Source: an optimization exercise on an open RTL-to-GDS flow (aim: small area, a short achievable clock period and few clock cycles). Production flows keep margins and buffers that such runs may drop.
Where RTL was checked, it was by simulation tests only, not by an equivalence proof against the original.
Function not checked in runs 1 and 2: the RTL went through the layout flow alone.
Power and IR drop assume default switching activity.

==> design.v <==
module cn_codec (
    input  wire        clk,
    input  wire        rst,
    input  wire        cmd_valid,
    input  wire [31:0] cmd_word,
    input  wire [31:0] opa_addr,
    input  wire [31:0] opa_len,
    input  wire [31:0] opa_dst,
    input  wire [7:0]  opa_flags,
    input  wire [31:0] opa_seqack,
    output reg         busy,
    output wire [7:0]  res_code,
    output reg  [31:0] res_len,
    output reg  [15:0] res_cksum,
    output reg  [31:0] res_hdr0,
    output reg  [31:0] res_hdr1,
    output reg  [8:0]  res_hdr2,
    output wire        mem_req,
    output wire        mem_we,
    output wire [31:0] mem_addr,
    output wire [7:0]  mem_wdata,
    input  wire        mem_gnt,
    input  wire        mem_rvalid,
    input  wire [7:0]  mem_rdata
);
    function [31:0] step32(input [31:0] x, input dn);
        integer k;
        reg c;
        begin
            c = 1'b1;
            for (k = 0; k < 32; k = k + 1) begin
                step32[k] = x[k] ^ c;
                c = c & (x[k] ^ dn);
            end
        end
    endfunction
    function [15:0] dec16(input [15:0] x);
        integer k;
        reg c;
        begin
            c = 1'b1;
            for (k = 0; k < 16; k = k + 1) begin
                dec16[k] = x[k] ^ c;
                c = c & ~x[k];
            end
        end
    endfunction
    function [32:0] add32(input [31:0] a, input [31:0] b, input ci);
        integer k;
        reg c;
        begin
            c = ci;
            for (k = 0; k < 32; k = k + 1) begin
                add32[k] = a[k] ^ b[k] ^ c;
                c = (a[k] & b[k]) | (c & (a[k] ^ b[k]));
            end
            add32[32] = c;
        end
    endfunction
    function [16:0] add16(input [15:0] a, input [15:0] b, input ci);
        integer k;
        reg c;
        begin
            c = ci;
            for (k = 0; k < 16; k = k + 1) begin
                add16[k] = a[k] ^ b[k] ^ c;
                c = (a[k] & b[k]) | (c & (a[k] ^ b[k]));
            end
            add16[16] = c;
        end
    endfunction
    localparam FD  = 3;    
    localparam LIM = 7;    
    reg [1:0] rc;
    assign res_code = {4'd0, rc[1], ~rc[1] & rc[0], ~rc[1] & rc[0], rc[0]};
    localparam [3:0] PH_CHK1 = 4'd0;   
    localparam [3:0] PH_CHK2 = 4'd1;   
    localparam [3:0] PH_CHK3 = 4'd2;   
    localparam [3:0] PH_RUN  = 4'd3;   
    localparam [3:0] PH_DH0  = 4'd4;   
    localparam [3:0] PH_DH1  = 4'd5;   
    localparam [3:0] PH_DH2  = 4'd6;   
    localparam [3:0] PH_EHDR = 4'd7;   
    localparam [3:0] PH_FIN1 = 4'd8;   
    localparam [3:0] PH_FIN2 = 4'd9;
    reg [3:0]  ph;
    reg        aok, nbig, nlt9, lbad, l9;    
    reg [1:0]  op;        
    reg        ill;       
    reg        dh;        
    reg        dw;        
    reg [31:0] P;         
    reg [31:0] Q;         
    reg [39:0] X;         
    reg        rq, wq;    
    reg        rmore;     
    reg [2:0]  om;        
    reg [1:0]  cred;      
    reg [7:0]  rb;        
    reg        rbv;
    reg [7:0]  f0, f1, f2;    
    reg [1:0]  wp, rp;
    reg [1:0]  fc;
    reg [15:0] acc;       
    reg        cy;
    reg        hi;        
    reg        skip;      
    reg        nz;        
    wire is_ck  = (op == 2'd1);
    wire is_enc = (op == 2'd2);
    wire [32:0] sum  = add32(P, res_len, 1'b0);
    wire        s_ok = ~sum[32] | (sum[31:0] == 32'd0);
    wire [31:0] Pnx  = step32(P, is_enc);
    wire [31:0] Qdec = step32(Q, 1'b1);
    wire        qhi0 = (Q[31:1] == 31'd0);
    wire rd_g = rq & mem_gnt;
    wire wr_g = wq & mem_gnt;
    wire [15:0] W = res_len[31:16];    
    wire [15:0] Wdec = dec16(W);
    wire last_rd  = is_enc ? (W == 16'd10) : (qhi0 & Q[0]);
    wire       rmore_n = rmore & ~(rd_g & last_rd);
    wire [2:0] om_n    = om + {2'd0, rd_g} - {2'd0, mem_rvalid};
    wire       push    = mem_rvalid & is_enc;
    wire       pop     = wr_g & (ph == PH_RUN);
    wire [1:0] fc_n    = fc + {1'b0, push} - {1'b0, pop};
    wire [1:0] cred_n  = cred + {1'b0, rd_g & is_enc} - {1'b0, pop};
    wire       rd_ok   = rmore_n & (cred_n != 2'd3);
    wire        lastb  = ~is_enc & ~rmore & (om == 3'd0);
    wire        take   = rbv & ~dh;
    wire        role   = hi & ~lastb;
    wire [15:0] addend = {rb & {8{take & role}}, rb & {8{take & ~role}}};
    wire [16:0] asum   = add16(acc, addend, cy);
    wire [15:0] ck     = ~acc;
    wire [15:0] ckf    = nz ? ck : 16'd0;
    reg [7:0] xin;
    always @(*) begin
        case (W[1:0])
        2'b01:   xin = res_len[7:0];
        2'b00:   xin = res_len[15:8];
        2'b11:   xin = ckf[7:0];
        default: xin = ckf[15:8];
        endcase
    end
    reg [7:0] fo;
    always @(*) begin
        case (rp)
        2'd0:    fo = f0;
        2'd1:    fo = f1;
        default: fo = f2;
        endcase
    end
    assign mem_req   = rq | wq;
    assign mem_we    = wq;
    assign mem_addr  = wq ? Q : P;
    assign mem_wdata = (ph == PH_EHDR) ? X[7:0] : fo;
    wire [15:0] L     = res_hdr0[31:16];
    wire [15:0] Lm9   = add16(L, 16'hFFF7, 1'b0);
    wire        l_lt9 = (L[15:4] == 12'd0) & ~(L[3] & (L[2:0] != 3'd0));
    wire        l_gtn = (res_len[31:16] == 16'd0) & ~add16(res_len[15:0], ~L, 1'b1) >> 16;
    wire        l_bad = l_lt9 | l_gtn;
    wire        n_lt9 = (res_len[31:4] == 28'd0) & ~(res_len[3] & (res_len[2:0] != 3'd0));
    wire        n_big = (res_len[31:16] != 16'd0) |
                        ((res_len[15:4] == 12'hFFF) & (res_len[3] | (&res_len[2:0])));
    wire [15:0] Np9   = add16(res_len[15:0], 16'd9, 1'b0);
    always @(posedge clk) begin
        rb  <= mem_rdata;
        rbv <= mem_rvalid & ~rst;
        if (push && wp == 2'd0) f0 <= mem_rdata;
        if (push && wp == 2'd1) f1 <= mem_rdata;
        if (push && wp == 2'd2) f2 <= mem_rdata;
        {cy, acc} <= asum;
        if (take) begin
            nz <= 1'b1;
            if (skip) skip <= 1'b0;
            else      hi   <= ~hi;
        end
        if (!busy) begin
            P <= opa_addr;
            Q <= (cmd_word[1:0] == 2'd2) ? opa_dst : opa_len;
            X <= {opa_seqack[15:0], opa_seqack[31:16], opa_flags};
        end
        if (rst) begin
            busy      <= 1'b0;
            rc        <= 2'd0;
            res_len   <= 32'd0;
            res_cksum <= 16'd0;
            res_hdr0  <= 32'd0;
            res_hdr1  <= 32'd0;
            res_hdr2  <= 9'd0;
            rq        <= 1'b0;
            wq        <= 1'b0;
            rmore     <= 1'b0;
            om        <= 3'd0;
            fc        <= 2'd0;
            cred      <= 2'd0;
            wp        <= 2'd0;
            rp        <= 2'd0;
            dh        <= 1'b0;
        end else if (!busy) begin
            if (cmd_valid) begin
                busy    <= 1'b1;
                ph      <= PH_CHK1;
                op      <= cmd_word[1:0];
                ill     <= (cmd_word[31:2] != 30'd0) | (cmd_word[1:0] == 2'd0);
                res_len <= opa_len;
            end
        end else begin
            case (ph)
            PH_CHK1: begin
                {cy, acc} <= 17'd0;
                hi   <= 1'b1;
                skip <= 1'b0;
                nz   <= 1'b0;
                aok  <= s_ok;
                nbig <= n_big;
                nlt9 <= n_lt9;
                if (is_enc) begin
                    res_len[15:0] <= Np9;
                    P  <= Q;
                    Q  <= sum[31:0];
                end
                ph <= PH_CHK2;
            end
            PH_CHK2: begin
                aok <= s_ok;
                if (ill) begin
                    rc      <= 2'd1;
                    res_len <= 32'd0;
                    busy    <= 1'b0;
                end else if (!aok || (is_enc && nbig)) begin
                    rc      <= 2'd2;
                    res_len <= 32'd0;
                    busy    <= 1'b0;
                end else if (is_ck) begin
                    rmore <= ~(qhi0 & ~Q[0]);
                    rq    <= ~(qhi0 & ~Q[0]);
                    ph    <= PH_RUN;
                end else if (is_enc) begin
                    P  <= Q;
                    Q  <= sum[31:0];
                    res_len[31:16] <= res_len[15:0];
                    ph <= PH_CHK3;
                end else begin  
                    if (nlt9) begin
                        rc      <= 2'd3;
                        res_len <= 32'd0;
                        busy    <= 1'b0;
                    end else begin
                        dh    <= 1'b1;
                        Q     <= 32'd9;
                        rmore <= 1'b1;
                        rq    <= 1'b1;
                        ph    <= PH_RUN;
                    end
                end
            end
            PH_CHK3: begin
                if (!aok) begin
                    rc      <= 2'd2;
                    res_len <= 32'd0;
                    busy    <= 1'b0;
                end else begin
                    P     <= Pnx;
                    Q     <= Qdec;
                    hi    <= 1'b0;
                    skip  <= ~res_len[0];
                    rmore <= (W != 16'd9);
                    rq    <= (W != 16'd9);
                    ph    <= PH_RUN;
                end
            end
            PH_RUN: begin
                if (rd_g) begin
                    P <= Pnx;
                    if (is_enc) res_len[31:16] <= Wdec;
                end
                if (is_enc ? wr_g : rd_g)
                    Q <= Qdec;
                rmore <= rmore_n;
                om    <= om_n;
                fc    <= fc_n;
                cred  <= cred_n;
                if (push) wp <= (wp == 2'd2) ? 2'd0 : wp + 2'd1;
                if (pop)  rp <= (rp == 2'd2) ? 2'd0 : rp + 2'd1;
                if (is_enc) begin
                    rq <= rd_ok;
                    wq <= ~rd_ok & (fc_n != 2'd0);
                    if (!rmore_n && om_n == 3'd0 && fc_n == 2'd0) begin
                        wq <= 1'b1;
                        ph <= PH_EHDR;
                    end
                end else begin
                    rq <= rmore_n & (om_n < LIM);
                    if (!rmore_n && om_n == 3'd0)
                        ph <= dh ? PH_DH0 : PH_FIN1;
                end
            end
            PH_DH0: begin
                ph <= PH_DH1;
            end
            PH_DH1: begin
                dh   <= 1'b0;
                lbad <= l_bad;
                l9   <= (L == 16'd9);
                {cy, acc} <= 17'd0;
                ph   <= PH_DH2;
            end
            PH_DH2: begin
                if (lbad) begin
                    rc       <= 2'd3;
                    res_len  <= 32'd0;
                    res_hdr2[8] <= 1'b0;
                    busy     <= 1'b0;
                end else begin
                    res_len <= {16'd0, Lm9};
                    Q       <= {16'd0, Lm9};
                    rmore   <= ~l9;
                    rq      <= ~l9;
                    ph      <= PH_RUN;
                end
            end
            PH_EHDR: begin
                if (wr_g) begin
                    Q <= Qdec;
                    X <= {xin, X[39:8]};
                    res_len[31:16] <= Wdec;
                    if (W[3:0] == 4'd1) begin
                        wq   <= 1'b0;
                        rc   <= 2'd0;
                        busy <= 1'b0;
                    end
                end
            end
            PH_FIN1: begin
                if (!rbv) ph <= PH_FIN2;
            end
            default: begin  
                rc   <= 2'd0;
                busy <= 1'b0;
                if (is_ck)
                    res_cksum <= ck;
                else
                    res_hdr2[8] <= (ckf == res_hdr0[15:0]);
            end
            endcase
            if (dh && rbv) begin
                res_hdr0[15:8]  <= res_hdr0[7:0];
                res_hdr0[7:0]   <= res_hdr0[31:24];
                res_hdr0[31:24] <= res_hdr0[23:16];
                res_hdr0[23:16] <= res_hdr1[15:8];
                res_hdr1[15:8]  <= res_hdr1[7:0];
                res_hdr1[7:0]   <= res_hdr1[31:24];
                res_hdr1[31:24] <= res_hdr1[23:16];
                res_hdr1[23:16] <= res_hdr2[7:0];
                res_hdr2[7:0]   <= rb;
            end
        end
    end
endmodule
==> run.sh <==
#!/bin/bash
# synth_recipe.tcl (not shown) runs the flow's synth.tcl, then flattens the netlist and writes it again
# the make line also repeats each setting of config.mk as NAME=value (left out here)
make -C /OpenROAD-flow-scripts/flow DESIGN_CONFIG=/design/flow/config.mk WORK_HOME=/design/flow/orfs CLKGATE_MAP_FILE= SYNTH_SCRIPT=/design/flow/synth_recipe.tcl finish
==> config.mk <==
export PLATFORM = sky130hd
export DESIGN_NAME = cn_codec
export DESIGN_NICKNAME = cn_codec
export VERILOG_FILES = /design/flow/design.v
export SDC_FILE = /design/flow/constraint.sdc
export NUM_CORES = 4
export LEC_CHECK = 0
export CAP_MARGIN = 20
export CORE_MARGIN = 2
export CORE_UTILIZATION = 40
export PLACE_DENSITY = 0.6
export SLEW_MARGIN = 20
==> constraint.sdc <==
create_clock -name core_clock -period 8.0 [get_ports {clk}]
set_input_delay 1.6000 -clock core_clock [delete_from_list [all_inputs] [get_ports {clk}]]
set_output_delay 1.6000 -clock core_clock [all_outputs]
set_load 0.01 [all_outputs]
==> results of run 1 <==
## power by group
part	total [µW]	switching, µW	internal [µW]
Sequential	1920	215	1700
Clock	1750	729	1030
Combinational	1200	634	568
Total	4870	1580	3290
## timing repair
item	CTS	global route
pin swaps	2	3
setup buffers	1	2
resized for setup	10	10
setup endpoints to repair	14	16
## cells by family (layout without fill, tap and decap cells)
group                    Yosys count  after routing  synth area share
flip-flops                       308            308            0.3331
XOR/XNOR                          39             39           0.01954
other                              1              5         0.0001914
AO/OA/AOI/OAI                    605            605            0.2008
AND/OR/NAND/NOR                  769            769            0.1944
buffers and inverters            319            658           0.06615
multiplexers                     134            134           0.07043
adder cells (fa/ha/maj)          152            152            0.1154
## through the flow
step                hold slack, ns  total power (µW)  worst slack, ns
floorplan                   0.4248              2541           -3.818
global placement            0.4373              3081           -4.215
detailed placement          0.4438              3100           -4.252
CTS                         0.4618              4871           -4.234
global route                0.4903              5076           -4.537
finish                      0.4563              4872           -4.346
## synthesized netlist by cell type, types with 15 or more instances
master,instances,area share
sky130_fd_sc_hd__inv_1,151,0.029
sky130_fd_sc_hd__buf_2,40,0.010
sky130_fd_sc_hd__or3_1,16,0.0051
sky130_fd_sc_hd__o21ai_0,122,0.031
sky130_fd_sc_hd__nor3_1,39,0.010
sky130_fd_sc_hd__nor2_1,186,0.036
sky130_fd_sc_hd__xnor2_1,26,0.012
sky130_fd_sc_hd__a211oi_1,42,0.016
sky130_fd_sc_hd__mux2i_1,112,0.057
sky130_fd_sc_hd__nand2b_1,37,0.012
sky130_fd_sc_hd__a21oi_1,176,0.045
sky130_fd_sc_hd__a2bb2oi_1,30,0.013
sky130_fd_sc_hd__edfxtp_1,36,0.055
sky130_fd_sc_hd__nor4_1,35,0.011
sky130_fd_sc_hd__nand2_1,282,0.054
sky130_fd_sc_hd__nand4_1,30,0.0096
sky130_fd_sc_hd__fa_1,48,0.049
sky130_fd_sc_hd__nand3_1,29,0.0074
sky130_fd_sc_hd__a211o_1,20,0.0089
sky130_fd_sc_hd__dfxtp_1,272,0.28
sky130_fd_sc_hd__o22a_1,16,0.0072
sky130_fd_sc_hd__nor2b_1,34,0.011
sky130_fd_sc_hd__clkbuf_1,104,0.020
sky130_fd_sc_hd__ha_1,104,0.066
sky130_fd_sc_hd__a31oi_1,35,0.011
sky130_fd_sc_hd__o22ai_1,20,0.0064
sky130_fd_sc_hd__o31ai_1,15,0.0057
## final cells by class
| class | count | area [µm²] | area share |
|---|---|---|---|
| diodes | 1 | 2.502 | 0.00009885 |
| flip-flops and latches | 308 | 6539 | 0.2583 |
| multi-input cells | 1703 | 12000 | 0.4739 |
| clock inverters | 13 | 148.9 | 0.005882 |
| well taps | 622 | 778.2 | 0.03074 |
| inverters | 152 | 570.5 | 0.02254 |
| repair buffers | 437 | 4180 | 0.1651 |
| clock buffers | 56 | 1100 | 0.04345 |
## worst min-delay path: stages, from the launching register on
cell and delay [ns]:
sky130_fd_sc_hd__dfxtp_1 0.32, sky130_fd_sc_hd__nand2_1 0.05, sky130_fd_sc_hd__o21ai_0 0.05
## routing by layer
layer  track usage  vias up  part of all wire
li1              -     8950                 -
met1        0.3947     9365              0.44
met2        0.4825      756              0.46
met5             0        -                 0
met4       0.09272        0             0.028
met3       0.07171      117             0.077
## state kept, by name (all words and copies together), names as in the netlist, 9 cells and up
name       count
X             40
P             32
Q             32
res_hdr0      32
res_hdr1      32
res_len       32
acc           16
res_cksum     16
res_hdr2       9
## path summary, 6_finish.rpt
kind              start    end  cells after the start
setup reg to reg   P[0]    aok                     37
hold reg to reg   X[28]  X[20]                      2
hold / removal    X[28]  X[20]                      2
setup / recovery   P[0]    aok                     37
==> flow_metrics.tcl, run 1 <==
set metrics [dict create \
    outcome "failed layout checks" \
    violations "negative setup slack" \
    rsz0062_at_grt "yes" \
    worstPathArrival_ns 12.73 \
    ys_seq_area_frac 0.3331 \
    post-route-period-util 1.543 \
    floorplan.die_area_mm2 0.05077 \
    post_synth_num_cell_types 101 \
    fmax_mhz 80.99 \
    ctsLongestPathBuffers 3 \
    commonest_non_fill_non_tap_cells_in_the_layout "347 x sky130_fd_sc_hd__clkdlybuf4s50_1, 281 x sky130_fd_sc_hd__nand2_1, 266 x sky130_fd_sc_hd__dfxtp_1" \
    hold_crit_path_type "register to register" \
    dp_cells 3218 \
    util_after_layout 0.5204 \
    power.static_leakage_uw 0.009328 \
    route.vias.total 19190 \
    layout.cells.most_common "sky130_fd_sc_hd__clkdlybuf4s50_1" \
    synth_ff_type "sky130_fd_sc_hd__dfxtp_1" \
    power.density_cell_area_mw_per_mm2 192.4 \
    slowest_delay_ns 0.53 \
    synth.cell_area_mm2 0.01960 \
    placement.cell_area_mm2 0.02395 \
    tritoncts_num_sinks 308 \
    area_growth_pct 29.19 \
    die_height_um 225.3 \
    num_rows 81 \
    route.detailed.wl_per_inst_um 23.70 \
    io_buffer_count 348 \
    grt_start_max_net_pins 160 \
    layout.filler_cells 4642 \
    detail_route.first_pass.iterations 5 \
    synth_enable_flop_cells 36 \
    postSynthRegisterBits 308 \
    worst-path-max-fanout 2 \
    drt_iter0_drc 1449 \
    track_usage 0.2990 \
    cts_buffers 39 \
    antenna_found_initial 0 \
    slew_headroom 0.2602 \
    worstSkewPairLatency_ns 0.58 \
    gp_routability_congestion 0.9437 \
    synthArstFlopShare 0 \
    grt_first_pass_wirelength_mm 115.9 \
    worst_ir_drop_vdd_uv 163.2 \
    number_of_hold_slack_violations_in_the_final_timing_report 0 \
    detailedPlacementHpwl_mm 58.00 \
    ctsRootBufferMaster "sky130_fd_sc_hd__clkbuf_16" \
    timing.critical_path.from_type "register" \
    worst_path_most_repeated_cell "sky130_fd_sc_hd__fa_2" \
    timing.final.ws_setup_ns -4.346 \
    tightest_slew_ns 1.103 \
    post_layout_nonfiller_instances 3292 \
    floorplan.io_pins 353 \
    start_util 0.4028 \
    timing.setup.critical_path_class "register to register" \
    finalMaxSlewViolations 0 \
    final_cell_area_mm2 0.02531 \
    route.detailed.drc 0 \
    drive_above_1_share 0.09404 \
    path_buf_inv 2 \
    chipWidth_um 225.3 \
    critical_path.top_delay_family "adder cells" \
    finalSetupViolations 13 \
    layout.nets 2974 \
    critPathRequiredTime_ns 8.38 \
    path_clk_slew_ns 0.06 \
    timing.reg2reg.setup_slack_ns -4.35 \
    worst_path_max_delay_cell "sky130_fd_sc_hd__or4_4" \
    average_via_count_per_standard_cell 5.829 \
    maxCapViolations 0 \
    syn_inst 2327 \
    cts_max_level 2 \
    time_the_worst_path_needs_with_i_o_delays_and_setup_ns 12.35 \
    cts_tree "yes" \
    totalWireLength_mm 78.00 \
    yosysWarningCount 1 \
    fin_worst_skew_ns 0.02901 \
    critPathCaptureType "register" \
    grt_overflow_total 0 \
    core_outline_area_mm2 0.04865 \
    grt_pass1_vias 18750 \
    synth_area_per_cell_um2 8.421 \
    detail-route-antenna-nets 0 \
    cts.hold.buffers_added 0 \
    final.setup.tns_ns -30.15 \
]
==> inputs of run 2 (changes only) <==
--- a/config.mk
+++ b/config.mk
@@ -5,8 +5,10 @@
 export SDC_FILE = /design/flow/constraint.sdc
 export NUM_CORES = 4
 export LEC_CHECK = 0
+export ABC_CLOCK_PERIOD_IN_PS = 3500
 export CAP_MARGIN = 20
 export CORE_MARGIN = 2
 export CORE_UTILIZATION = 40
 export PLACE_DENSITY = 0.6
+export SETUP_SLACK_MARGIN = 4.5
 export SLEW_MARGIN = 20
==> flow_metrics.tcl, run 2 <==
set metrics [dict create \
    outcome "failed layout checks" \
    violations "negative setup slack" \
    post_synth_most_frequent_cells "282 x sky130_fd_sc_hd__nand2_1, 272 x sky130_fd_sc_hd__dfxtp_1, 186 x sky130_fd_sc_hd__nor2_1, 176 x sky130_fd_sc_hd__a21oi_1, 151 x sky130_fd_sc_hd__inv_1" \
    critPathCaptureType "register" \
    worst-path-max-fanout 2 \
    cts_tree "yes" \
    hold_crit_path_type "register to register" \
    final.setup.tns_ns -29.46 \
    cts_buffers 38 \
    grt_first_pass_wirelength_mm 120.0 \
    ctsRootBufferMaster "sky130_fd_sc_hd__clkbuf_16" \
    synthDominantAreaCellType "sky130_fd_sc_hd__dfxtp_1" \
    largest_register_ffs 40 \
    floorplan.io_pins 353 \
    number_of_hold_slack_violations_in_the_final_timing_report 0 \
    io_buffer_count 348 \
    route.detailed.drc 0 \
    grt_overflow_total 0 \
    timing.setup.critical_path_class "register to register" \
    antenna_found_initial 1 \
    synth.most_common_cell "sky130_fd_sc_hd__nand2_1" \
    synthArstFlopShare 0 \
    synth_enable_flop_cells 36 \
    average_via_count_per_standard_cell 5.918 \
    fin_worst_skew_ns 0.02532 \
    commonest_non_fill_non_tap_cells_in_the_layout "304 x sky130_fd_sc_hd__clkdlybuf4s50_1, 274 x sky130_fd_sc_hd__nand2_1, 255 x sky130_fd_sc_hd__dfxtp_1" \
    power.static_leakage_uw 0.009777 \
    drt_iter0_drc 1868 \
    ys_seq_area_frac 0.3331 \
    detailedPlacementHpwl_mm 59.43 \
    detail_route.first_pass.iterations 5 \
    synth_largest_type_area_fraction 0.2779 \
    tritoncts_num_sinks 308 \
    drive_above_1_share 0.1621 \
    grt_pass1_vias 18950 \
    path_clk_slew_ns 0.06 \
    layout.nets 3017 \
    time_the_worst_path_needs_with_i_o_delays_and_setup_ns 12.30 \
    num_rows 81 \
    route.detailed.wl_per_inst_um 24.45 \
    slew_headroom 0.2219 \
    yosysWarningCount 1 \
    grt_start_max_net_pins 102 \
    ff_latch_area_mm2 0.006568 \
    post-route-period-util 1.538 \
    worst_path_max_delay_cell "sky130_fd_sc_hd__or4_4" \
    start_util 0.4028 \
    detail-route-antenna-nets 0 \
    layout.cells.most_common "sky130_fd_sc_hd__clkdlybuf4s50_1" \
    finalMaxSlewViolations 0 \
    worstSkewPairLatency_ns 0.57 \
    timing.critical_path.from_type "register" \
    synth_ff_type "sky130_fd_sc_hd__dfxtp_1" \
    tightest_slew_ns 1.164 \
    area_growth_pct 35.66 \
    route.vias.total 19750 \
    track_usage 0.3119 \
    finalSetupViolations 13 \
    syn_inst 2327 \
    ctsLongestPathBuffers 3 \
    synth_top_cells_by_area "sky130_fd_sc_hd__dfxtp_1 28%, sky130_fd_sc_hd__ha_1 6.6%, sky130_fd_sc_hd__mux2i_1 5.7%, sky130_fd_sc_hd__edfxtp_1 5.5%, sky130_fd_sc_hd__nand2_1 5.4%" \
    die_height_um 225.3 \
    fmax_mhz 81.27 \
    rsz0062_at_grt "yes" \
    gp_routability_congestion 0.9392 \
    floorplan.die_area_mm2 0.05077 \
    totalWireLength_mm 81.61 \
    slowest_delay_ns 0.54 \
    total_power_uw 4990 \
    largest_register "X" \
    synth.cell_area_mm2 0.01960 \
    maxCapViolations 0 \
    cts_max_level 2 \
    worstPathArrival_ns 12.70 \
    synth_area_per_cell_um2 8.421 \
    chipWidth_um 225.3 \
    timing.final.ws_setup_ns -4.305 \
    power.density_cell_area_mw_per_mm2 187.7 \
    worst_path_most_repeated_cell "sky130_fd_sc_hd__fa_2" \
    multi_input_comb_area_mm2 0.01267 \
    postSynthRegisterBits 308 \
    core_outline_area_mm2 0.04865 \
    worst_ir_drop_vdd_uv 153.8 \
    post_synth_num_cell_types 101 \
    critPathRequiredTime_ns 8.39 \
    layout.filler_cells 4502 \
]
[run 2: stage by stage]
stage	hold slack, ns	utilization	worst slack [ns]	instance area [µm²]	cells
floorplan	0.4248	-	-3.818	19890	2330
global placement	0.4386	0.4943	-4.183	24050	3212
detailed placement	0.4490	0.4943	-4.225	24050	3212
CTS	0.4552	0.5354	-4.212	26050	3320
global route	0.4785	0.5464	-4.536	26580	3336
finish	0.4497	0.5464	-4.305	26580	3337
[run 2: path summary, 6_finish.rpt]
path / start / cells after the start / endpoint / slack (ns)
worst max-delay path: P[0] / 36 / aok / -4.30
worst min-delay path: X[16] / 2 / X[8] / 0.45
worst max register to register: P[0] / 36 / aok / -4.30
worst min register to register: X[16] / 2 / X[8] / 0.45
[run 2: per-layer routing]
metal  GRT usage  routed length [µm]
met4      0.1297                3434
met3     0.05554                7014
met2      0.5028               37260
met1      0.4117               33900
met5           0                   0
[run 2: worst max-delay path, delay by kind of cell (launching register included)]
family / cells / cell delay, ns
and+or+nand+nor: 1 / 0.54
buffers and inverters: 2 / 0.09
DFF: 1 / 0.35
AOI/OAI and AO/OA: 1 / 0.28
adders and majority gates: 32 / 10.85
[run 2: what timing repair did]
item | 4_1_cts | 5_1_grt
hold endpoints to repair | 0 | 0
hold buffers | 0 | 0
pin swaps | 21 | 15
cloned | 9 | 0
setup endpoints to repair | 117 | 99
setup buffers | 29 | 15
gates resized for setup | 197 | 91
[run 2: kinds of logic (layout without fill, tap and decap cells)]
kind of cell | after synthesis | after routing | synth area share
XOR/XNOR | 39 | 39 | 0.01954
buffers and inverters | 319 | 701 | 0.06615
AND/OR/NAND/NOR | 769 | 771 | 0.1944
adder cells (fa/ha/maj) | 152 | 152 | 0.1154
other | 1 | 5 | 0.0001914
flip-flops | 308 | 308 | 0.3331
multiplexers | 134 | 134 | 0.07043
AO/OA/AOI/OAI | 605 | 605 | 0.2008
[run 2: final cells by class]
class,count,area share
sequential,308,0.2471
antenna,1,0.00009414
clock buffer,50,0.04048
inverter,152,0.02184
multi-input combinational,1705,0.4765
timing repair buffer,479,0.1759
clock inverter,20,0.008802
tap,622,0.02928
[run 2: power by group]
group          leakage (µW)  internal, µW  switching (µW)
clock network      0.000642          1060             757
registers           0.00258          1700             208
logic               0.00655           591             673
==> inputs of run 3 (changes only) <==
--- a/design.v
+++ b/design.v
@@ -23,50 +23,61 @@
     input  wire        mem_rvalid,
     input  wire [7:0]  mem_rdata
 );
-    function [31:0] step32(input [31:0] x, input dn);
-        integer k;
-        reg c;
+    function [32:0] bk_carry(input [31:0] g, input [31:0] p, input ci, input integer W);
+        reg [31:0] G, P;
+        integer i, l, d;
         begin
-            c = 1'b1;
-            for (k = 0; k < 32; k = k + 1) begin
-                step32[k] = x[k] ^ c;
-                c = c & (x[k] ^ dn);
+            G = g;
+            P = p;
+            G[0] = g[0] | (p[0] & ci);
+            P[0] = 1'b0;
+            for (l = 0; l < 5; l = l + 1) begin
+                d = 1 << l;
+                for (i = 0; i < 32; i = i + 1)
+                    if (i < W && ((i + 1) % (2 * d)) == 0) begin
+                        G[i] = G[i] | (P[i] & G[i - d]);
+                        P[i] = P[i] & P[i - d];
+                    end
+            end
+            for (l = 3; l >= 0; l = l - 1) begin
+                d = 1 << l;
+                for (i = 0; i < 32; i = i + 1)
+                    if (i < W && ((i + 1) % (2 * d)) == d && i >= 2 * d) begin
+                        G[i] = G[i] | (P[i] & G[i - d]);
+                        P[i] = P[i] & P[i - d];
+                    end
             end
+            bk_carry[0] = ci;
+            for (i = 1; i <= 32; i = i + 1)
+                bk_carry[i] = G[i - 1];
+        end
+    endfunction
+    function [31:0] step32(input [31:0] x, input dn);
+        reg [32:0] c;
+        begin
+            c = bk_carry(32'd0, x ^ {32{dn}}, 1'b1, 32);
+            step32 = x ^ c[31:0];
         end
     endfunction
     function [15:0] dec16(input [15:0] x);
-        integer k;
-        reg c;
+        reg [32:0] c;
         begin
-            c = 1'b1;
-            for (k = 0; k < 16; k = k + 1) begin
-                dec16[k] = x[k] ^ c;
-                c = c & ~x[k];
-            end
+            c = bk_carry(32'd0, {16'd0, ~x}, 1'b1, 16);
+            dec16 = x ^ c[15:0];
         end
     endfunction
     function [32:0] add32(input [31:0] a, input [31:0] b, input ci);
-        integer k;
-        reg c;
+        reg [32:0] c;
         begin
-            c = ci;
-            for (k = 0; k < 32; k = k + 1) begin
-                add32[k] = a[k] ^ b[k] ^ c;
-                c = (a[k] & b[k]) | (c & (a[k] ^ b[k]));
-            end
-            add32[32] = c;
+            c = bk_carry(a & b, a ^ b, ci, 32);
+            add32 = {c[32], (a ^ b) ^ c[31:0]};
         end
     endfunction
     function [16:0] add16(input [15:0] a, input [15:0] b, input ci);
-        integer k;
-        reg c;
+        reg [32:0] c;
         begin
-            c = ci;
-            for (k = 0; k < 16; k = k + 1) begin
-                add16[k] = a[k] ^ b[k] ^ c;
-                c = (a[k] & b[k]) | (c & (a[k] ^ b[k]));
-            end
-            add16[16] = c;
+            c = bk_carry({16'd0, a & b}, {16'd0, a ^ b}, ci, 16);
+            add16 = {c[16], (a ^ b) ^ c[15:0]};
         end
     endfunction
     localparam FD  = 3;    
@@ -109,7 +120,8 @@
     wire is_ck  = (op == 2'd1);
     wire is_enc = (op == 2'd2);
     wire [32:0] sum  = add32(P, res_len, 1'b0);
-    wire        s_ok = ~sum[32] | (sum[31:0] == 32'd0);
+    wire        s_zero = ((P ^ res_len) == {P[30:0] | res_len[30:0], 1'b0});
+    wire        s_ok = ~sum[32] | s_zero;
     wire [31:0] Pnx  = step32(P, is_enc);
     wire [31:0] Qdec = step32(Q, 1'b1);
     wire        qhi0 = (Q[31:1] == 31'd0);
--- a/config.mk
+++ b/config.mk
@@ -5,10 +5,9 @@
 export SDC_FILE = /design/flow/constraint.sdc
 export NUM_CORES = 4
 export LEC_CHECK = 0
-export ABC_CLOCK_PERIOD_IN_PS = 3500
 export CAP_MARGIN = 20
 export CORE_MARGIN = 2
 export CORE_UTILIZATION = 40
 export PLACE_DENSITY = 0.6
-export SETUP_SLACK_MARGIN = 4.5
+export SETUP_SLACK_MARGIN = 5.0
 export SLEW_MARGIN = 20
==> flow_metrics.tcl, run 3 <==
set metrics [dict create \
    outcome "complete, no violations" \
    start_util 0.4061 \
    post_synth_most_frequent_cells "397 x sky130_fd_sc_hd__nand2_1, 272 x sky130_fd_sc_hd__dfxtp_1, 227 x sky130_fd_sc_hd__a21oi_1, 192 x sky130_fd_sc_hd__nor2_1, 182 x sky130_fd_sc_hd__o21ai_0" \
    floorplan.io_pins 353 \
    r2r_startpoint "op[1]" \
    route.detailed.wl_per_inst_um 24.72 \
    slew_headroom 0.2305 \
    syn_inst 2564 \
    route.detailed.drc 0 \
    grt_start_max_net_pins 91 \
    largest_register_ffs 40 \
    hold_crit_path_type "register to register" \
    yosysWarningCount 1 \
    synth_top_cells_by_area "sky130_fd_sc_hd__dfxtp_1 27%, sky130_fd_sc_hd__ha_1 9.0%, sky130_fd_sc_hd__nand2_1 7.3%, sky130_fd_sc_hd__a21oi_1 5.6%, sky130_fd_sc_hd__edfxtp_1 5.3%" \
    cts_buffers 39 \
    cts_max_level 2 \
    layout.nets 3346 \
    io_buffer_count 348 \
    cts_tree "yes" \
    place_worst_setup_slack_ns 3.452 \
    fmax_mhz 274.8 \
    synthArstFlopShare 0 \
    cp-startpoint "op[1]" \
    ff_latch_area_mm2 0.006721 \
    worstPathArrival_ns 4.10 \
    rsz0062_at_grt "yes" \
    drt_iter0_drc 2065 \
    layout.filler_cells 4546 \
    whs_path_depth 2 \
    synthDominantAreaCellType "sky130_fd_sc_hd__dfxtp_1" \
    grt_first_pass_wirelength_mm 132.5 \
    grt_overflow_total 0 \
    ctsRootBufferMaster "sky130_fd_sc_hd__clkbuf_16" \
    critPathRequiredTime_ns 8.46 \
    synth_largest_type_area_fraction 0.2667 \
    floorplan.die_area_mm2 0.05287 \
    chipWidth_um 229.9 \
    commonest_non_fill_non_tap_cells_in_the_layout "363 x sky130_fd_sc_hd__nand2_1, 213 x sky130_fd_sc_hd__a21oi_1, 196 x sky130_fd_sc_hd__dfxtp_1" \
    ys_seq_area_frac 0.3196 \
    die_height_um 229.9 \
    antenna_found_initial 0 \
    path_clk_slew_ns 0.06 \
    ctsLongestPathBuffers 3 \
    power.static_leakage_uw 0.01159 \
    detailedPlacementHpwl_mm 61.62 \
    core_outline_area_mm2 0.05027 \
    hold_sp "res_hdr1[15]" \
    post_synth_num_cell_types 85 \
    timing.setup.critical_path_class "register to register" \
    finalMaxSlewViolations 0 \
    power.density_cell_area_mw_per_mm2 178.6 \
    largest_register "X" \
    grt_pass1_vias 21080 \
    critPathCaptureType "register" \
    detail_route.first_pass.iterations 7 \
    worst_ir_drop_vdd_uv 128.2 \
    reg2reg_depth 16 \
    num_rows 82 \
    detail-route-antenna-nets 0 \
    final.setup.tns_ns 0 \
    track_usage 0.3278 \
    multi_input_comb_area_mm2 0.01426 \
    gp_routability_congestion 0.9561 \
    r2r_end "acc[14]" \
    layout.cells.most_common "sky130_fd_sc_hd__nand2_1" \
    post-route-period-util 0.4548 \
    area_growth_pct 42.65 \
    timing.final.ws_setup_ns 4.362 \
    worstSkewPairLatency_ns 0.57 \
    synth_ff_type "sky130_fd_sc_hd__dfxtp_1" \
    worst_hold_path.endpoint "res_hdr0[23]" \
    synth.most_common_cell "sky130_fd_sc_hd__nand2_1" \
    timing.critical_path.from_type "register" \
    maxCapViolations 0 \
    synth_enable_flop_cells 36 \
    synth.cell_area_mm2 0.02042 \
    timing.reg2reg.setup_slack_ns 4.36 \
    worst-path-max-fanout 2 \
    route.vias.total 22110 \
    fin_worst_skew_ns 0.02183 \
    totalWireLength_mm 91.30 \
    time_the_worst_path_needs_with_i_o_delays_and_setup_ns 3.638 \
    drive_above_1_share 0.2258 \
    finalSetupViolations 0 \
    tritoncts_num_sinks 308 \
    average_via_count_per_standard_cell 5.985 \
    synth_area_per_cell_um2 7.963 \
    number_of_hold_slack_violations_in_the_final_timing_report 0 \
    postSynthRegisterBits 308 \
    tightest_slew_ns 1.154 \
]
==> run 3: cell count changes in the layout (fill, tap and decap cells not counted), moves of 42 or more <==
cell / change
sky130_fd_sc_hd__ha_1: +55
sky130_fd_sc_hd__nand2_1: +89
sky130_fd_sc_hd__mux2i_1: -42
sky130_fd_sc_hd__xnor2_1: +63
sky130_fd_sc_hd__clkdlybuf4s50_1: -129
sky130_fd_sc_hd__a21oi_1: +46
sky130_fd_sc_hd__dlygate4sd2_1: +93
sky130_fd_sc_hd__dfxtp_1: -59
==> run 3: how the worst max path moves through the flow <==
stage                               to  slack [ns]  cells past startpoint
after detailed placement         ph[0]        3.45                     12
after global placement           ph[0]        3.50                     12
after CTS                 mem_wdata[0]        4.42                      6
final                          acc[14]        4.36                     16
after floorplan                acc[14]        4.14                     19
after global routing           acc[14]        4.26                     16
==> run 3: final cells by class <==
cell class | count | share of cell area
Multi-Input combinational cell | 1952 | 0.4895
Clock buffer | 51 | 0.03677
Inverter | 156 | 0.02109
Timing Repair Buffer | 535 | 0.1859
Antenna cell | 1 | 0.00008591
Clock inverter | 19 | 0.006959
Tap cell | 672 | 0.02887
Sequential cell | 308 | 0.2308
==> run 3: cells by family (layout without fill, tap and decap cells) <==
kind of cell             after synthesis  in the layout  synth area share
multiplexers                          91             91           0.04645
adder cells (fa/ha/maj)              173            173            0.1156
other                                  1              5         0.0001837
flip-flops                           308            308            0.3196
XOR/XNOR                             132            132           0.05662
AO/OA/AOI/OAI                        675            678            0.2034
buffers and inverters                312            761           0.05956
AND/OR/NAND/NOR                      872            874            0.1985
==> run 3: power by group <==
| part | internal (µW) | leakage [µW] | switching [µW] | total, µW |
|---|---|---|---|---|
| registers | 1700 | 0.00261 | 243 | 1940 |
| clock network | 1050 | 0.000622 | 746 | 1790 |
| logic | 673 | 0.00836 | 798 | 1470 |
==> run 3: per-stage QoR <==
stage | total power, µW | cell area [µm²] | hold slack [ns] | instances | utilization
after floorplan | 2627 | 20570 | 0.4248 | 2567 | -
after global placement | 3149 | 24530 | 0.4359 | 3465 | 0.4880
after detailed placement | 3168 | 24540 | 0.4477 | 3465 | 0.4882
after CTS | 5071 | 27730 | 0.4572 | 3637 | 0.5516
after global routing | 5397 | 29120 | 0.4849 | 3693 | 0.5793
final | 5202 | 29130 | 0.4560 | 3694 | 0.5794
==> run 3: worst max-delay path: stages (launching register included) <==
cell                       delay [ns]
sky130_fd_sc_hd__edfxtp_1        0.45
sky130_fd_sc_hd__ha_4            0.21
sky130_fd_sc_hd__or4_4           0.43
sky130_fd_sc_hd__o21ai_2         0.15
sky130_fd_sc_hd__nor2b_4         0.18
sky130_fd_sc_hd__and2_4          0.15
sky130_fd_sc_hd__fa_1            0.16
sky130_fd_sc_hd__inv_2           0.05
sky130_fd_sc_hd__fa_2            0.34
sky130_fd_sc_hd__nor2b_2         0.12
sky130_fd_sc_hd__o21a_1          0.17
sky130_fd_sc_hd__o21ai_2         0.08
sky130_fd_sc_hd__a21oi_2         0.21
sky130_fd_sc_hd__a21oi_2         0.09
sky130_fd_sc_hd__o21a_1          0.18
sky130_fd_sc_hd__fa_2            0.52
sky130_fd_sc_hd__nor2_1          0.04
==> run 3: repair_timing <==
item / 4_1_cts / 5_1_grt
resized for setup: 667 / 216
pin swaps: 50 / 76
hold buffers: 0 / 0
endpoints found under the setup margin: 296 / 145
gates cloned: 15 / 3
setup buffers: 87 / 53
==> run 3: layer usage <==
layer | GRT usage | vias up | routed length [µm]
met3 | 0.07192 | 246 | 9087
li1 | - | 9952 | -
met2 | 0.5136 | 1277 | 40570
met1 | 0.4334 | 10630 | 37310
met4 | 0.1423 | 0 | 4340
met5 | 0 | - | 0
Testbench counts of run 3, summed over its fixed seeds: cycles 157,732.
==> inputs of run 4 (changes only) <==
--- a/config.mk
+++ b/config.mk
@@ -9,5 +9,5 @@
 export CORE_MARGIN = 2
 export CORE_UTILIZATION = 40
 export PLACE_DENSITY = 0.6
-export SETUP_SLACK_MARGIN = 5.0
+export SETUP_SLACK_MARGIN = 4.5
 export SLEW_MARGIN = 20
==> flow_metrics.tcl, run 4 <==
set metrics [dict create \
    finalSetupViolations 0 \
    floorplan.die_area_mm2 0.05287 \
    synth_largest_type_area_fraction 0.2667 \
    worst-path-max-fanout 3 \
    syn_inst 2564 \
    whs_path_depth 2 \
    worstPathArrival_ns 4.12 \
    synth_top_cells_by_area "sky130_fd_sc_hd__dfxtp_1 27%, sky130_fd_sc_hd__ha_1 9.0%, sky130_fd_sc_hd__nand2_1 7.3%, sky130_fd_sc_hd__a21oi_1 5.6%, sky130_fd_sc_hd__edfxtp_1 5.3%" \
    worstSkewPairLatency_ns 0.58 \
    timing.critical_path.depth 16 \
    ff_latch_area_mm2 0.006583 \
    power.density_cell_area_mw_per_mm2 186.8 \
    cts_tree "yes" \
    grt_first_pass_wirelength_mm 128.3 \
    cell_internal_pwr_uw 3255 \
    insertedDiodeCount 0 \
    core_outline_area_mm2 0.05027 \
    path_clk_slew_ns 0.06 \
    synth.cell_area_mm2 0.02042 \
    synth.most_common_cell "sky130_fd_sc_hd__nand2_1" \
    fmax_mhz 273.6 \
    track_usage 0.3167 \
    gp_routability_congestion 0.9966 \
    worst_ir_drop_vdd_uv 149.3 \
    cts_max_level 2 \
    critical_path.top_delay_family "adder cells" \
    detailedPlacementHpwl_mm 63.20 \
    num_rows 82 \
    start_util 0.4061 \
    layout.filler_cells 4922 \
    synth_ff_type "sky130_fd_sc_hd__dfxtp_1" \
    timing.setup.critical_path_class "register to register" \
    power.static_leakage_uw 0.01002 \
    layout.nets 3240 \
    reg2reg_depth 16 \
    ys_seq_area_frac 0.3196 \
    route.detailed.wl_per_inst_um 24.10 \
    synth_enable_flop_cells 36 \
    p_comb_frac 0.258 \
    path_buf_inv 1 \
    power.net_switching_uw 1720 \
    detail_route.first_pass.iterations 8 \
    total_power_uw 4975 \
    cts_buffers 38 \
    worst_path_max_delay_cell "sky130_fd_sc_hd__fa_2" \
    final.setup.tns_ns 0 \
    time_the_worst_path_needs_with_i_o_delays_and_setup_ns 3.655 \
    detail-route-antenna-nets 0 \
    die_height_um 229.9 \
    timing.critical_path.from_type "register" \
    number_of_hold_slack_violations_in_the_final_timing_report 0 \
    ctsLongestPathBuffers 3 \
    critPathRequiredTime_ns 8.47 \
    power.share.switching 0.3458 \
    worst_path_most_repeated_cell "sky130_fd_sc_hd__fa_2" \
    post-route-period-util 0.4568 \
    timing.reg2reg.setup_slack_ns 4.35 \
    hold_crit_path_type "register to register" \
    tightest_slew_ns 1.097 \
    tritoncts_num_sinks 308 \
    io_buffer_count 348 \
    grt_start_max_net_pins 90 \
    post_layout_nonfiller_instances 3588 \
    critPathCaptureType "register" \
    commonest_non_fill_non_tap_cells_in_the_layout "391 x sky130_fd_sc_hd__nand2_1, 304 x sky130_fd_sc_hd__clkdlybuf4s50_1, 239 x sky130_fd_sc_hd__dfxtp_1" \
    maxCapViolations 0 \
    route.detailed.drc 0 \
    route.vias.total 21120 \
    worstPathCellList "ha_4 -> or4_4 -> o21ai_4 -> nor2b_4 -> and2_4 -> fa_2 -> inv_2 -> fa_2 -> nor2b_1 -> o21a_1 -> o21ai_2 -> a21oi_2 -> a21oi_2 -> o21a_1 -> fa_2 -> nor2_1" \
    slew_headroom 0.2686 \
    chipWidth_um 229.9 \
    synthDominantAreaCellType "sky130_fd_sc_hd__dfxtp_1" \
    outcome "complete, no violations" \
    multi_input_comb_area_mm2 0.01304 \
    area_growth_pct 30.46 \
    clock_power_share 0.350 \
    dp_cells 3466 \
    largest_register_ffs 40 \
    synth_area_per_cell_um2 7.963 \
    ctsRootBufferMaster "sky130_fd_sc_hd__clkbuf_16" \
    average_via_count_per_standard_cell 5.885 \
    postSynthRegisterBits 308 \
    post_synth_most_frequent_cells "397 x sky130_fd_sc_hd__nand2_1, 272 x sky130_fd_sc_hd__dfxtp_1, 227 x sky130_fd_sc_hd__a21oi_1, 192 x sky130_fd_sc_hd__nor2_1, 182 x sky130_fd_sc_hd__o21ai_0" \
    cts.hold.buffers_added 0 \
    grt_overflow_total 0 \
    finalMaxSlewViolations 0 \
    drive_above_1_share 0.1025 \
    slowest_delay_ns 0.52 \
    yosysWarningCount 1 \
    power.sequential.fraction 0.392 \
    post_synth_num_cell_types 85 \
    drt_iter0_drc 2001 \
    fin_worst_skew_ns 0.02529 \
    rsz0062_at_grt "yes" \
    largest_register "X" \
    antenna_found_initial 2 \
    floorplan.io_pins 353 \
    layout.cells.most_common "sky130_fd_sc_hd__nand2_1" \
    totalWireLength_mm 86.47 \
    synthArstFlopShare 0 \
    grt_pass1_vias 20600 \
]
run 4: cell types whose count changed in the layout (fill, tap and decap cells not counted), moves of 27 or more:
cell,delta
sky130_fd_sc_hd__clkdlybuf4s50_1,+129
sky130_fd_sc_hd__inv_1,+27
sky130_fd_sc_hd__dlygate4sd2_1,-91
sky130_fd_sc_hd__dfxtp_4,-34
sky130_fd_sc_hd__o21ai_0,+34
sky130_fd_sc_hd__buf_4,-51
sky130_fd_sc_hd__buf_6,-29
sky130_fd_sc_hd__nand2_1,+28
sky130_fd_sc_hd__dfxtp_1,+43
run 4: routing by layer:
layer  vias to the layer above  GRT usage  share of wire
met2                      1067     0.4940           0.44
met1                     10130     0.4187           0.42
met4                         2     0.1121          0.040
li1                       9704          -              -
met3                       214    0.08817           0.10
met5                         -          0        0.00012
run 4: power by group through the flow:
stage	sequential [µW]	combinational [µW]	clock (µW)
after floorplan	1860	759	0
after CTS	1940	1250	1760
after detailed placement	1970	1210	0
after global placement	1970	1200	0
final	1950	1280	1740
after global routing	1970	1400	1820
run 4: through the flow:
stage | hold WS, ns | cell area, µm² | worst slack, ns | util
after floorplan | 0.4248 | 20500 | 4.135 | -
after global placement | 0.4386 | 24490 | 3.478 | 0.4872
after detailed placement | 0.4426 | 24530 | 3.460 | 0.4879
after CTS | 0.4575 | 26370 | 4.232 | 0.5245
after global routing | 0.4863 | 26640 | 4.234 | 0.5299
final | 0.4531 | 26640 | 4.345 | 0.5299
run 4: layout make-up:
cell class / instances / area share
clock buffers: 50 / 0.04011
clock inverters: 20 / 0.006200
inverters: 156 / 0.02208
multi-input cells: 1948 / 0.4895
flip-flops and latches: 308 / 0.2471
well taps: 672 / 0.03156
repair buffers: 434 / 0.1635
run 4: cells by family (layout without fill, tap and decap cells):
| kind of cell | count (synthesis) | in the layout | synth area share |
|---|---|---|---|
| AO/OA/AOI/OAI | 675 | 675 | 0.2034 |
| XOR/XNOR | 132 | 132 | 0.05662 |
| adder cells (fa/ha/maj) | 173 | 173 | 0.1156 |
| buffers and inverters | 312 | 660 | 0.05956 |
| flip-flops | 308 | 308 | 0.3196 |
| multiplexers | 91 | 91 | 0.04645 |
| other | 1 | 4 | 0.0001837 |
| AND/OR/NAND/NOR | 872 | 873 | 0.1985 |
run 4: worst paths after layout:
path                  end   from
hold reg to reg     X[24]  X[32]
hold / removal      X[24]  X[32]
setup / recovery  acc[14]  op[1]
setup reg to reg  acc[14]  op[1]
run 4: tightest hold or removal path, stage by stage, from the launching register on:
cell	delay, ns
sky130_fd_sc_hd__dfxtp_1	0.32
sky130_fd_sc_hd__nand2_1	0.04
sky130_fd_sc_hd__o21ai_0	0.05
run 4: what timing repair did:
item	in CTS	in global routing
buffers inserted	35	9
pin swaps	11	13
resized for setup	145	74
endpoints found under the setup margin	127	68
gates cloned	7	0

-- separate check: timing with driven ports --
How much do the figures lean on ideal ports? The routed layouts below were timed once more, with nothing changed but the port constraints. Step 1: set_driving_cell puts a clkbuf_16 on clk and a buf_2 on each other input, an assumption about the parent block. Step 2 adds t to the input delays and takes it off the output delays; t is the mean of the earliest and latest rising clock arrival at the registers after step 1. Input paths then give back, and output paths get back, about the clock's delay inside the block. Three values: ideal ports, drivers, drivers and shift; two values: the first two.
run | t, ns | slack for setup (ns) | worst setup path at the end | clock arrival spread, ns | slew at the worst register clock pin (ns)
run 1 | 0.621 | -4.346 / -4.346 / -4.346 | register to register | 0.031 / 0.031 | 0.06 / 0.06
run 2 | 0.621 | -4.305 / -4.305 / -4.305 | register to register | 0.026 / 0.027 | 0.07 / 0.07
run 3 | 0.625 | 4.362 / 4.362 / 3.985 | input to register | 0.023 / 0.023 | 0.06 / 0.06
run 4 | 0.627 | 4.345 / 4.319 / 3.797 | input to register | 0.027 / 0.027 | 0.06 / 0.06
For run 4, which loses most, drivers alone change the setup slack by -0.026 ns; drivers and shift together by -0.548 ns.
